This design comes from an exercise in tuning for small area on the open sky130 flow, not from production work.
RTL that was checked went through simulation tests only; none was proved equivalent to the original.

==> trial 82: inputs <==
==> flow/design.v <==
module bitshift_option_deriver (
    input  wire [7:0] od_in,
    output wire [7:0] opt0,
    output wire [7:0] opt1,
    output wire [7:0] opt2,
    output wire [7:0] opt3
);
    assign opt0 = od_in | {od_in[6:0], 1'b0};
    assign opt1 = od_in & {od_in[6:0], 1'b0};
    assign opt2 = od_in | {1'b0, od_in[7:1]};
    assign opt3 = od_in & {1'b0, od_in[7:1]};
endmodule
module compression_encoder_fsm (
    input  wire       clk,
    input  wire       rst,
    input  wire       in_valid,
    output wire       in_ready,
    input  wire       in_end,
    input  wire [7:0] in_data,
    output wire       out_valid,
    input  wire       out_ready,
    output wire [7:0] out_data,
    output wire       enc_done,
    output wire       enc_collision
);
    localparam S_RUN  = 2'd0;   
    localparam S_LITS = 2'd1;   
    localparam S_SENT = 2'd2;   
    localparam S_DONE = 2'd3;
    localparam K_REP1 = 3'b000;
    localparam K_REP2 = 3'b001;
    localparam K_MODP = 3'b100;   
    localparam K_LIT  = 3'b010;
    reg  [1:0] state;
    reg  [2:0] k;               
    reg        mp;              
    reg        d1, d2;          
    reg  [7:0] h0, h1, h2;
    reg  [6:0] acc;             
    reg  [2:0] lm;              
    reg        coll;
    wire [7:0] b = in_end ? 8'h00 : in_data;
    wire [7:0] nb_lo = {h2[6:0], 1'b0};
    wire [7:0] nb_hi = {1'b0, h2[7:1]};
    wire [7:0] nb    = k[2] ? (k[1] ? nb_hi : nb_lo) : h2;
    wire [7:0] cx    = k[0] ? (h2 & nb) : (h2 | nb);
    wire [7:0] cand  = (k == K_REP2) ? h1 : cx;
    wire found = (k == K_LIT) || ((b == cand) && ((k == K_REP2) ? d1 : d2));
    reg [2:0] k_next;
    always @(*) begin
        case (k)
            K_REP1:  k_next = K_REP2;
            K_REP2:  k_next = K_MODP;
            3'b111:  k_next = K_LIT;
            default: k_next = {k[2], k[1:0] + 2'd1};
        endcase
    end
    wire [1:0] op       = k[2] ? 2'b01 : {~k[1], ~k[1] & ~k[0]};
    wire       is_lit   = (k == K_LIT);
    wire       fin_slot = mp || !k[2];          
    wire [1:0] s        = mp ? k[1:0] : op;
    wire n3        = acc[6];                
    wire acc_empty = (acc == 7'd1) && !mp;
    wire [7:0] ctrl = {acc[5:0], s};
    wire in_run  = (state == S_RUN);
    wire in_lits = (state == S_LITS);
    wire fin_end = in_end && acc_empty;     
    wire step    = in_run && in_valid && !fin_end && found;
    wire lm_any     = |lm;
    wire lits_shift = in_lits && lm_any && (!lm[0] || out_ready);
    wire lits_fin   = in_lits && !lm_any && (!is_lit || out_ready);
    assign out_valid = !rst && ((step && n3) || (in_lits && (lm[0] || (!lm_any && is_lit))) ||
                                state == S_SENT);
    assign out_data  = in_run ? ctrl : in_lits ? (lm[0] ? h0 : b) : 8'h01;
    assign enc_done  = (state == S_DONE);
    assign enc_collision = coll;
    wire pass_done = (step && !n3 && fin_slot) || (lits_fin && !mp);
    assign in_ready = !rst && ((in_run && (in_end ? acc_empty : (found && !n3 && fin_slot))) ||
                               (lits_fin && !mp && !in_end));
    always @(posedge clk) begin
        if (pass_done || lits_shift) begin
            h0 <= h1;
            h1 <= h2;
        end
        if (pass_done)
            h2 <= b;
    end
    always @(posedge clk) begin
        if (rst) begin
            state <= S_RUN;
            k     <= K_REP1;
            mp    <= 1'b0;
            d1    <= 1'b0;
            d2    <= 1'b0;
            acc   <= 7'd1;
            lm    <= 3'd0;
            coll  <= 1'b0;
        end else begin
            if (pass_done) begin
                d1 <= d2;
                d2 <= 1'b1;
                k  <= K_REP1;
            end else if (in_run && in_valid && !fin_end && !found)
                k  <= k_next;
            if (pass_done || lits_shift)
                lm <= {is_lit && in_run, lm[2:1]};
            if (step && (!n3 || out_ready)) begin
                acc <= n3 ? 7'd1 : {acc[4:0], s};
                mp  <= !fin_slot;
            end
            case (state)
                S_RUN: begin
                    if (in_valid && fin_end)
                        state <= S_SENT;
                    else if (step && n3 && out_ready) begin
                        state <= S_LITS;
                        if (ctrl == 8'h01) coll <= 1'b1;
                    end
                end
                S_LITS: begin
                    if (lits_fin) state <= S_RUN;
                end
                S_SENT: begin
                    if (out_ready) state <= S_DONE;
                end
                default: ;
            endcase
        end
    end
endmodule
module compression_decoder_fsm (
    input  wire       clk,
    input  wire       rst,
    input  wire       in_valid,
    output wire       in_ready,
    input  wire       in_eof,
    input  wire [7:0] in_data,
    output wire       out_valid,
    input  wire       out_ready,
    output wire [7:0] out_data,
    output wire       dec_done,
    output wire [2:0] dec_status
);
    localparam ST_NONE      = 3'd0;
    localparam ST_SENTINEL  = 3'd1;
    localparam ST_EOF_CTRL  = 3'd2;
    localparam ST_EOF_LIT   = 3'd3;
    localparam ST_EOF_SEL   = 3'd4;
    localparam ST_UNDEF_REF = 3'd5;
    localparam OP_LIT  = 2'b00;
    localparam OP_MODP = 2'b01;
    localparam OP_REP2 = 2'b10;
    localparam OP_REP1 = 2'b11;
    reg  [2:0] status;
    reg        mp;              
    reg        d0, d1;          
    reg  [7:0] p0, p1;
    reg  [8:0] slots;           
    wire       run   = (status == ST_NONE);
    wire       empty = (slots[7:0] == 8'd0);
    wire [1:0] cur   = slots[8:7];
    wire [7:0] nb_lo = {p1[6:0], 1'b0};
    wire [7:0] nb_hi = {1'b0, p1[7:1]};
    wire [7:0] nb    = mp ? (cur[1] ? nb_hi : nb_lo) : p1;
    wire [7:0] px    = cur[0] ? (p1 & nb) : (p1 | nb);
    wire       rep2  = !mp && cur == OP_REP2;
    wire       litop = !mp && cur == OP_LIT;
    wire [7:0] v     = rep2 ? p0 : litop ? in_data : px;
    reg prod;
    always @(*) begin
        if (mp) prod = d1;
        else begin
            case (cur)
                OP_REP1: prod = d1;
                OP_REP2: prod = d0;
                OP_LIT:  prod = in_valid && !in_eof;
                default: prod = 1'b0;
            endcase
        end
        if (empty) prod = 1'b0;
    end
    wire lit = !empty && !mp && cur == OP_LIT;
    assign out_valid  = !rst && run && prod;
    assign out_data   = v;
    assign in_ready   = !rst && run && (empty || (lit && (in_eof || out_ready)));
    assign dec_done   = !run;
    assign dec_status = status;
    wire take = in_valid && in_ready;
    wire put  = out_valid && out_ready;
    always @(posedge clk) begin
        if (put) begin
            p0 <= p1;
            p1 <= v;
        end
    end
    always @(posedge clk) begin
        if (rst) begin
            status <= ST_NONE;
            mp     <= 1'b0;
            d0     <= 1'b0;
            d1     <= 1'b0;
            slots  <= 9'h100;
        end else if (run) begin
            if (put) begin
                d0 <= d1;
                d1 <= 1'b1;
            end
            if (empty) begin
                if (take) begin
                    if (in_eof)                   status <= mp ? ST_EOF_SEL : ST_EOF_CTRL;
                    else if (in_data == 8'h01)    status <= ST_SENTINEL;
                    else                          slots  <= {in_data, 1'b1};
                end
            end else if (mp) begin
                if (!d1)      status <= ST_UNDEF_REF;
                else if (put) begin
                    slots <= {slots[6:0], 2'b00};
                    mp    <= 1'b0;
                end
            end else begin
                case (cur)
                    OP_LIT: begin
                        if (take && in_eof) status <= ST_EOF_LIT;
                        else if (put)       slots  <= {slots[6:0], 2'b00};
                    end
                    OP_MODP: begin
                        slots <= {slots[6:0], 2'b00};
                        mp    <= 1'b1;
                    end
                    OP_REP2: begin
                        if (!d0)      status <= ST_UNDEF_REF;
                        else if (put) slots  <= {slots[6:0], 2'b00};
                    end
                    default: begin
                        if (!d1)      status <= ST_UNDEF_REF;
                        else if (put) slots  <= {slots[6:0], 2'b00};
                    end
                endcase
            end
        end
    end
endmodule
module bitpack_codec (
    input  wire       clk,
    input  wire       rst,
    input  wire       enc_in_valid,
    output wire       enc_in_ready,
    input  wire       enc_in_end,
    input  wire [7:0] enc_in_data,
    output wire       enc_out_valid,
    input  wire       enc_out_ready,
    output wire [7:0] enc_out_data,
    output wire       enc_done,
    output wire       enc_collision,
    input  wire       dec_in_valid,
    output wire       dec_in_ready,
    input  wire       dec_in_eof,
    input  wire [7:0] dec_in_data,
    output wire       dec_out_valid,
    input  wire       dec_out_ready,
    output wire [7:0] dec_out_data,
    output wire       dec_done,
    output wire [2:0] dec_status
);
    compression_encoder_fsm u_enc (
        .clk(clk), .rst(rst),
        .in_valid(enc_in_valid), .in_ready(enc_in_ready),
        .in_end(enc_in_end), .in_data(enc_in_data),
        .out_valid(enc_out_valid), .out_ready(enc_out_ready),
        .out_data(enc_out_data),
        .enc_done(enc_done), .enc_collision(enc_collision)
    );
    compression_decoder_fsm u_dec (
        .clk(clk), .rst(rst),
        .in_valid(dec_in_valid), .in_ready(dec_in_ready),
        .in_eof(dec_in_eof), .in_data(dec_in_data),
        .out_valid(dec_out_valid), .out_ready(dec_out_ready),
        .out_data(dec_out_data),
        .dec_done(dec_done), .dec_status(dec_status)
    );
endmodule
==> flow/flow/run.sh <==
#!/bin/bash
# Own layout flow: the standard synthesis, then the combinational logic
# between the (unchanged) registers is re-synthesised by ABC for area
# (&deepsyn with several seeds, the smallest mapped netlist kept); the rest
# is the standard ORFS flow with buf_1 port buffers and a clock tree built
# without dummy loads. Each tool's output goes to a log in this folder.
set -euo pipefail
HERE=$(pwd)
LIB=$FLOW_HOME/platforms/sky130hd/lib/sky130_fd_sc_hd__tt_025C_1v80.lib
YOSYS=$FLOW_HOME/../tools/install/yosys/bin/yosys
R=$HERE/orfs/results/sky130hd/bitpack_codec/base

export BUFFER_PORTS_ARGS="-buffer_cell sky130_fd_sc_hd__buf_1"
export CTS_ARGS="-sink_clustering_enable -repair_clock_nets -dont_use_dummy_load -buf_list {sky130_fd_sc_hd__clkbuf_8}"

bash standard.sh synth > synth.log 2>&1

cp $R/1_2_yosys.v $HERE/std_synth.v
DU=""
for c in $(grep -o 'sky130_fd_sc_hd__\(lpflow\|probe\)[a-z0-9_]*' $FLOW_HOME/platforms/sky130hd/config.mk | sort -u); do
  DU="$DU -dont_use $c"
done
SEQ=$(grep -o '^ *sky130_fd_sc_hd__[a-z0-9_]*' std_synth.v | sort -u | grep -E '__(dfxtp|edfxtp|dfrtp|dfstp|dfbbp|dfxbp|dfrbp|dfsbp|sdf|sedf|dlx|dlr)' | tr '\n' ' ')
NSEQ=$(grep -cE '^ *sky130_fd_sc_hd__(dfxtp|edfxtp|dfrtp|dfstp|dfbbp|dfxbp|dfrbp|dfsbp|sdf|sedf|dlx|dlr)' std_synth.v)

remap() {  # remap TAG ABC_SCRIPT_LINES
  local t=$1; shift
  printf '%s\n' "$@" > abc_$t.script
  cat > remap_$t.ys <<EOS
read_liberty -ignore_miss_func $LIB
read_verilog $HERE/std_synth.v
hierarchy -top $FLOW_TOP
setattr -mod -set keep_hierarchy 1 $SEQ
flatten
opt_clean -purge
abc -liberty $LIB $DU -script $HERE/abc_$t.script
opt_clean -purge
hierarchy -top $FLOW_TOP
blackbox $SEQ
rename -hide w:_*_.*
opt_clean -purge
rename -enumerate
tee -o $HERE/area_$t.txt stat -liberty $LIB
write_verilog -noattr -nohex -nodec $HERE/remap_$t.v
EOS
  timeout 900 $YOSYS -s remap_$t.ys > remap_$t.log 2>&1 || true
}

remap base strash 'dch -f' 'map -a' mfs2 strash 'dch -f' 'map -a' topo &
for s in 0 1 2; do
  remap s$s strash '&get -n' "&deepsyn -J 50 -T 400 -S $s" '&put' 'dch -f' 'map -a' topo &
done
wait
for s in 3 4 5 6; do
  remap s$s strash '&get -n' "&deepsyn -J 50 -T 400 -S $s" '&put' 'dch -f' 'map -a' topo &
done
wait

# Keep the smallest netlist that has every register and some logic.
best=""; besta=""
for t in base s0 s1 s2 s3 s4 s5 s6; do
  [[ -f remap_$t.v && -f area_$t.txt ]] || continue
  a=$(grep -E 'Chip area for (top )?module' area_$t.txt | tail -1 | awk '{print $NF}')
  s=$(grep -E 'of which used for sequential' area_$t.txt | tail -1 | awk '{print $(NF-1)}')
  n=$(grep -cE '^ *sky130_fd_sc_hd__(dfxtp|edfxtp|dfrtp|dfstp|dfbbp|dfxbp|dfrbp|dfsbp|sdf|sedf|dlx|dlr)' remap_$t.v || true)
  echo "$t area=$a seq=$s flops=$n" >> choice.log
  [[ "$n" == "$NSEQ" ]] || continue
  awk -v a="$a" -v s="$s" 'BEGIN{exit !(a - s > 0.25 * s)}' || continue
  if [[ -z "$best" ]] || awk -v a="$a" -v b="$besta" 'BEGIN{exit !(a < b)}'; then best=$t; besta=$a; fi
done
echo "chosen: ${best:-standard}" >> choice.log
if [[ -n "$best" ]]; then cp remap_$best.v $R/1_2_yosys.v; fi

bash standard.sh finish > finish.log 2>&1
==> flow/standard.sh <==
#!/bin/bash
# synth_recipe.tcl (not shown) runs the flow's synth.tcl, then flattens the netlist and writes it again
# the make line also repeats each setting of config.mk as NAME=value (left out here)
make -C /OpenROAD-flow-scripts/flow DESIGN_CONFIG=/design/flow/config.mk WORK_HOME=/design/flow/orfs CLKGATE_MAP_FILE= SYNTH_SCRIPT=/design/flow/synth_recipe.tcl "${@:-finish}"
==> flow/config.mk <==
export PLATFORM = sky130hd
export DESIGN_NAME = bitpack_codec
export DESIGN_NICKNAME = bitpack_codec
export VERILOG_FILES = /design/flow/design.v
export SDC_FILE = /design/flow/constraint.sdc
export NUM_CORES = 4
export LEC_CHECK = 0
export CAP_MARGIN = 20
export CORE_MARGIN = 2
export CORE_UTILIZATION = 65
export SLEW_MARGIN = 20
==> flow/constraint.sdc <==
create_clock -name core_clock -period 6.0 [get_ports {clk}]
set_input_delay 1.2000 -clock core_clock [delete_from_list [all_inputs] [get_ports {clk}]]
set_output_delay 1.2000 -clock core_clock [all_outputs]
set_load 0.01 [all_outputs]
==> build 20 (differences from trial 82) <==
--- a/flow/design.v
+++ b/flow/design.v
@@ -29,9 +29,5 @@
     localparam S_DONE = 2'd3;
-    localparam K_REP1 = 3'b000;
-    localparam K_REP2 = 3'b001;
-    localparam K_MODP = 3'b100;   
-    localparam K_LIT  = 3'b010;
     reg  [1:0] state;
-    reg  [2:0] k;               
     reg        mp;              
+    reg        bl;              
     reg        d1, d2;          
@@ -41,22 +37,21 @@
     reg        coll;
+    wire [7:0] opt0, opt1, opt2, opt3;
+    bitshift_option_deriver u_odr (
+        .od_in(h2), .opt0(opt0), .opt1(opt1), .opt2(opt2), .opt3(opt3)
+    );
     wire [7:0] b = in_end ? 8'h00 : in_data;
-    wire [7:0] nb_lo = {h2[6:0], 1'b0};
-    wire [7:0] nb_hi = {1'b0, h2[7:1]};
-    wire [7:0] nb    = k[2] ? (k[1] ? nb_hi : nb_lo) : h2;
-    wire [7:0] cx    = k[0] ? (h2 & nb) : (h2 | nb);
-    wire [7:0] cand  = (k == K_REP2) ? h1 : cx;
-    wire found = (k == K_LIT) || ((b == cand) && ((k == K_REP2) ? d1 : d2));
-    reg [2:0] k_next;
+    reg  [1:0] op, sel;
     always @(*) begin
-        case (k)
-            K_REP1:  k_next = K_REP2;
-            K_REP2:  k_next = K_MODP;
-            3'b111:  k_next = K_LIT;
-            default: k_next = {k[2], k[1:0] + 2'd1};
-        endcase
-    end
-    wire [1:0] op       = k[2] ? 2'b01 : {~k[1], ~k[1] & ~k[0]};
-    wire       is_lit   = (k == K_LIT);
-    wire       fin_slot = mp || !k[2];          
-    wire [1:0] s        = mp ? k[1:0] : op;
+        sel = 2'd0;
+        if (d2 && h2 == b)        op = 2'b11;                      
+        else if (d1 && h1 == b)   op = 2'b10;                      
+        else if (d2 && opt0 == b) begin op = 2'b01; sel = 2'd0; end
+        else if (d2 && opt1 == b) begin op = 2'b01; sel = 2'd1; end
+        else if (d2 && opt2 == b) begin op = 2'b01; sel = 2'd2; end
+        else if (d2 && opt3 == b) begin op = 2'b01; sel = 2'd3; end
+        else                      op = 2'b00;                      
+    end
+    wire is_lit   = (op == 2'b00);
+    wire fin_slot = mp || (op != 2'b01);    
+    wire [1:0] s  = mp ? sel : op;
     wire n3        = acc[6];                
@@ -67,7 +62,7 @@
     wire fin_end = in_end && acc_empty;     
-    wire step    = in_run && in_valid && !fin_end && found;
+    wire step    = in_run && in_valid && !fin_end;
     wire lm_any     = |lm;
     wire lits_shift = in_lits && lm_any && (!lm[0] || out_ready);
-    wire lits_fin   = in_lits && !lm_any && (!is_lit || out_ready);
-    assign out_valid = !rst && ((step && n3) || (in_lits && (lm[0] || (!lm_any && is_lit))) ||
+    wire lits_fin   = in_lits && !lm_any && (!bl || out_ready);
+    assign out_valid = !rst && ((step && n3) || (in_lits && (lm[0] || (!lm_any && bl))) ||
                                 state == S_SENT);
@@ -77,3 +72,3 @@
     wire pass_done = (step && !n3 && fin_slot) || (lits_fin && !mp);
-    assign in_ready = !rst && ((in_run && (in_end ? acc_empty : (found && !n3 && fin_slot))) ||
+    assign in_ready = !rst && ((in_run && (in_end ? acc_empty : (!n3 && fin_slot))) ||
                                (lits_fin && !mp && !in_end));
@@ -90,4 +85,4 @@
             state <= S_RUN;
-            k     <= K_REP1;
             mp    <= 1'b0;
+            bl    <= 1'b0;
             d1    <= 1'b0;
@@ -101,5 +96,3 @@
                 d2 <= 1'b1;
-                k  <= K_REP1;
-            end else if (in_run && in_valid && !fin_end && !found)
-                k  <= k_next;
+            end
             if (pass_done || lits_shift)
@@ -116,2 +109,3 @@
                         state <= S_LITS;
+                        bl    <= is_lit;
                         if (ctrl == 8'h01) coll <= 1'b1;
@@ -158,2 +152,6 @@
     reg  [8:0] slots;           
+    wire [7:0] opt0, opt1, opt2, opt3;
+    bitshift_option_deriver u_odr (
+        .od_in(p1), .opt0(opt0), .opt1(opt1), .opt2(opt2), .opt3(opt3)
+    );
     wire       run   = (status == ST_NONE);
@@ -161,18 +159,22 @@
     wire [1:0] cur   = slots[8:7];
-    wire [7:0] nb_lo = {p1[6:0], 1'b0};
-    wire [7:0] nb_hi = {1'b0, p1[7:1]};
-    wire [7:0] nb    = mp ? (cur[1] ? nb_hi : nb_lo) : p1;
-    wire [7:0] px    = cur[0] ? (p1 & nb) : (p1 | nb);
-    wire       rep2  = !mp && cur == OP_REP2;
-    wire       litop = !mp && cur == OP_LIT;
-    wire [7:0] v     = rep2 ? p0 : litop ? in_data : px;
-    reg prod;
+    reg [7:0] modp_val;
     always @(*) begin
-        if (mp) prod = d1;
-        else begin
+        case (cur)
+            2'd0:    modp_val = opt0;
+            2'd1:    modp_val = opt1;
+            2'd2:    modp_val = opt2;
+            default: modp_val = opt3;
+        endcase
+    end
+    reg       prod;
+    reg [7:0] v;
+    always @(*) begin
+        if (mp) begin
+            prod = d1; v = modp_val;
+        end else begin
             case (cur)
-                OP_REP1: prod = d1;
-                OP_REP2: prod = d0;
-                OP_LIT:  prod = in_valid && !in_eof;
-                default: prod = 1'b0;
+                OP_REP1: begin prod = d1; v = p1; end
+                OP_REP2: begin prod = d0; v = p0; end
+                OP_LIT:  begin prod = in_valid && !in_eof; v = in_data; end
+                default: begin prod = 1'b0; v = in_data; end
             endcase
--- a/flow/flow/run.sh
+++ b/flow/flow/run.sh
@@ -11,5 +11,7 @@
 R=$HERE/orfs/results/sky130hd/bitpack_codec/base
+CTS_SIZE=${CTS_SIZE:-36}
+CTS_DIAM=${CTS_DIAM:-100}
 
 export BUFFER_PORTS_ARGS="-buffer_cell sky130_fd_sc_hd__buf_1"
-export CTS_ARGS="-sink_clustering_enable -repair_clock_nets -dont_use_dummy_load -buf_list {sky130_fd_sc_hd__clkbuf_8}"
+export CTS_ARGS="-sink_clustering_enable -repair_clock_nets -dont_use_dummy_load -sink_clustering_size $CTS_SIZE -sink_clustering_max_diameter $CTS_DIAM -buf_list {sky130_fd_sc_hd__clkbuf_8 sky130_fd_sc_hd__clkbuf_16}"
 
Settings changed: CORE_UTILIZATION 65 to 40.
==> build 72 (differences from trial 82) <==
--- a/flow/design.v
+++ b/flow/design.v
@@ -41,2 +41,6 @@
     reg        coll;
+    wire [7:0] opt0, opt1, opt2, opt3;
+    bitshift_option_deriver u_odr (
+        .od_in(h2), .opt0(opt0), .opt1(opt1), .opt2(opt2), .opt3(opt3)
+    );
     wire [7:0] b = in_end ? 8'h00 : in_data;
@@ -158,2 +162,6 @@
     reg  [8:0] slots;           
+    wire [7:0] opt0, opt1, opt2, opt3;
+    bitshift_option_deriver u_odr (
+        .od_in(p1), .opt0(opt0), .opt1(opt1), .opt2(opt2), .opt3(opt3)
+    );
     wire       run   = (status == ST_NONE);
@@ -161,18 +169,22 @@
     wire [1:0] cur   = slots[8:7];
-    wire [7:0] nb_lo = {p1[6:0], 1'b0};
-    wire [7:0] nb_hi = {1'b0, p1[7:1]};
-    wire [7:0] nb    = mp ? (cur[1] ? nb_hi : nb_lo) : p1;
-    wire [7:0] px    = cur[0] ? (p1 & nb) : (p1 | nb);
-    wire       rep2  = !mp && cur == OP_REP2;
-    wire       litop = !mp && cur == OP_LIT;
-    wire [7:0] v     = rep2 ? p0 : litop ? in_data : px;
-    reg prod;
+    reg [7:0] modp_val;
     always @(*) begin
-        if (mp) prod = d1;
-        else begin
+        case (cur)
+            2'd0:    modp_val = opt0;
+            2'd1:    modp_val = opt1;
+            2'd2:    modp_val = opt2;
+            default: modp_val = opt3;
+        endcase
+    end
+    reg       prod;
+    reg [7:0] v;
+    always @(*) begin
+        if (mp) begin
+            prod = d1; v = modp_val;
+        end else begin
             case (cur)
-                OP_REP1: prod = d1;
-                OP_REP2: prod = d0;
-                OP_LIT:  prod = in_valid && !in_eof;
-                default: prod = 1'b0;
+                OP_REP1: begin prod = d1; v = p1; end
+                OP_REP2: begin prod = d0; v = p0; end
+                OP_LIT:  begin prod = in_valid && !in_eof; v = in_data; end
+                default: begin prod = 1'b0; v = in_data; end
             endcase
Settings changed: CORE_UTILIZATION 65 to 40.
==> flow_metrics.py <==
metrics = {
    "place": {
        "hpwl_um": 6286,
        "gp_congestion": 0.9456,
    },
    "detailed_routing": {
        "wl_um": 8637,
        "via_per_inst": 6.066,
    },
    "hold_path": {
        "worstHoldStart": "u_enc.d1",
    },
    "power_and_ir_drop": {
        "p_leak_nw": 1.287,
        "p_comb_share_pct": 27.8,
    },
    "timing": {
        "period_minus_slack_ns": 4.411,
    },
    "status": {
        "status": "no timing/DRC/antenna violations",
    },
    "grt": {
        "use_met3_pct": 7.412,
    },
    "setup_path": {
        "path_buf_inv": 2,
    },
}
the above is filed under trial 82

==> flow_metrics.py <==
metrics = {
    "place": {
        "gp_congestion": 0.9519,
    },
    "timing": {
        "period_minus_slack_ns": 5.259,
    },
    "power_and_ir_drop": {
        "p_comb_share_pct": 30.4,
        "clock_power_mw": 0.291,
        "power_mw": 1.370,
    },
    "grt": {
        "use_met3_pct": 5.130,
    },
    "detailed_routing": {
        "via_per_inst": 5.903,
        "wl_um": 10770,
        "wl_met2_um": 4775,
        "wl_per_cell_um": 17.65,
    },
    "status": {
        "status": "no timing/DRC/antenna violations",
    },
    "hold_path": {
        "worstHoldStart": "u_enc.h1[0]",
    },
    "setup_path": {
        "path_buf_inv": 3,
    },
}
the above is filed under build 20

==> flow_metrics.py <==
metrics = {
    "setup_path": {
        "crit_family": "compound AO/OA/AOI/OAI gates",
        "r2r_cells": 13,
    },
    "detailed_routing": {
        "wl_per_cell_um": 15.79,
        "wl_met2_um": 4189,
        "via_per_inst": 5.575,
        "wl_um": 8891,
    },
    "hold_path": {
        "min_path_type": "flop to flop",
        "worstHoldStart": "u_enc.h1[3]",
    },
    "floorplanning": {
        "core_area_um2": 8593,
    },
    "place": {
        "gp_congestion": 0.9621,
    },
    "grt": {
        "use_met3_pct": 3.022,
    },
    "run": {
        "maxCapViolCount": 0,
    },
    "status": {
        "status": "no timing/DRC/antenna violations",
    },
    "power_and_ir_drop": {
        "p_leak_nw": 1.321,
        "p_comb_share_pct": 25.0,
    },
    "cts": {
        "clock-sinks": 74,
    },
    "finish": {
        "layout.non_clock_inverters": 65,
    },
    "timing": {
        "period_minus_slack_ns": 4.640,
    },
}
the above is filed under build 72

For trial 82, only the layout was checked, not whether the RTL still works.

## static timing again, ports no longer ideal
The flow's constraints put no driver on any port. The routed layouts listed below were extracted and timed again, unchanged, in two steps. Step 1 sets driving cells, clkbuf_16 on the clock port and buf_2 on the other inputs (assumed; they add their load-dependent delay and slew). Step 2 moves the port delays by t, midway between the first and last clock arrival at a register: inputs arrive t later, outputs are due t later. That takes back most of the time a late clock gives input paths. Three values: no drivers, after step 1, after step 2; two values: the first two.
| run | shift t [ns] | setup WS [ns] | latest minus earliest clock arrival (ns) |
|---|---|---|---|
| trial 82 | 0.368 | 1.589 / 1.565 / 1.565 | 0.018 / 0.017 |
| build 20 | 0.366 | 0.741 / 0.716 / 0.716 | 0.018 / 0.018 |
| build 72 | 0.368 | 1.360 / 1.329 / 1.362 | 0.025 / 0.025 |
After both steps setup and hold are still met in every run listed. For build 20, which loses most, drivers alone change the setup slack by -0.025 ns; drivers and shift together by -0.025 ns.
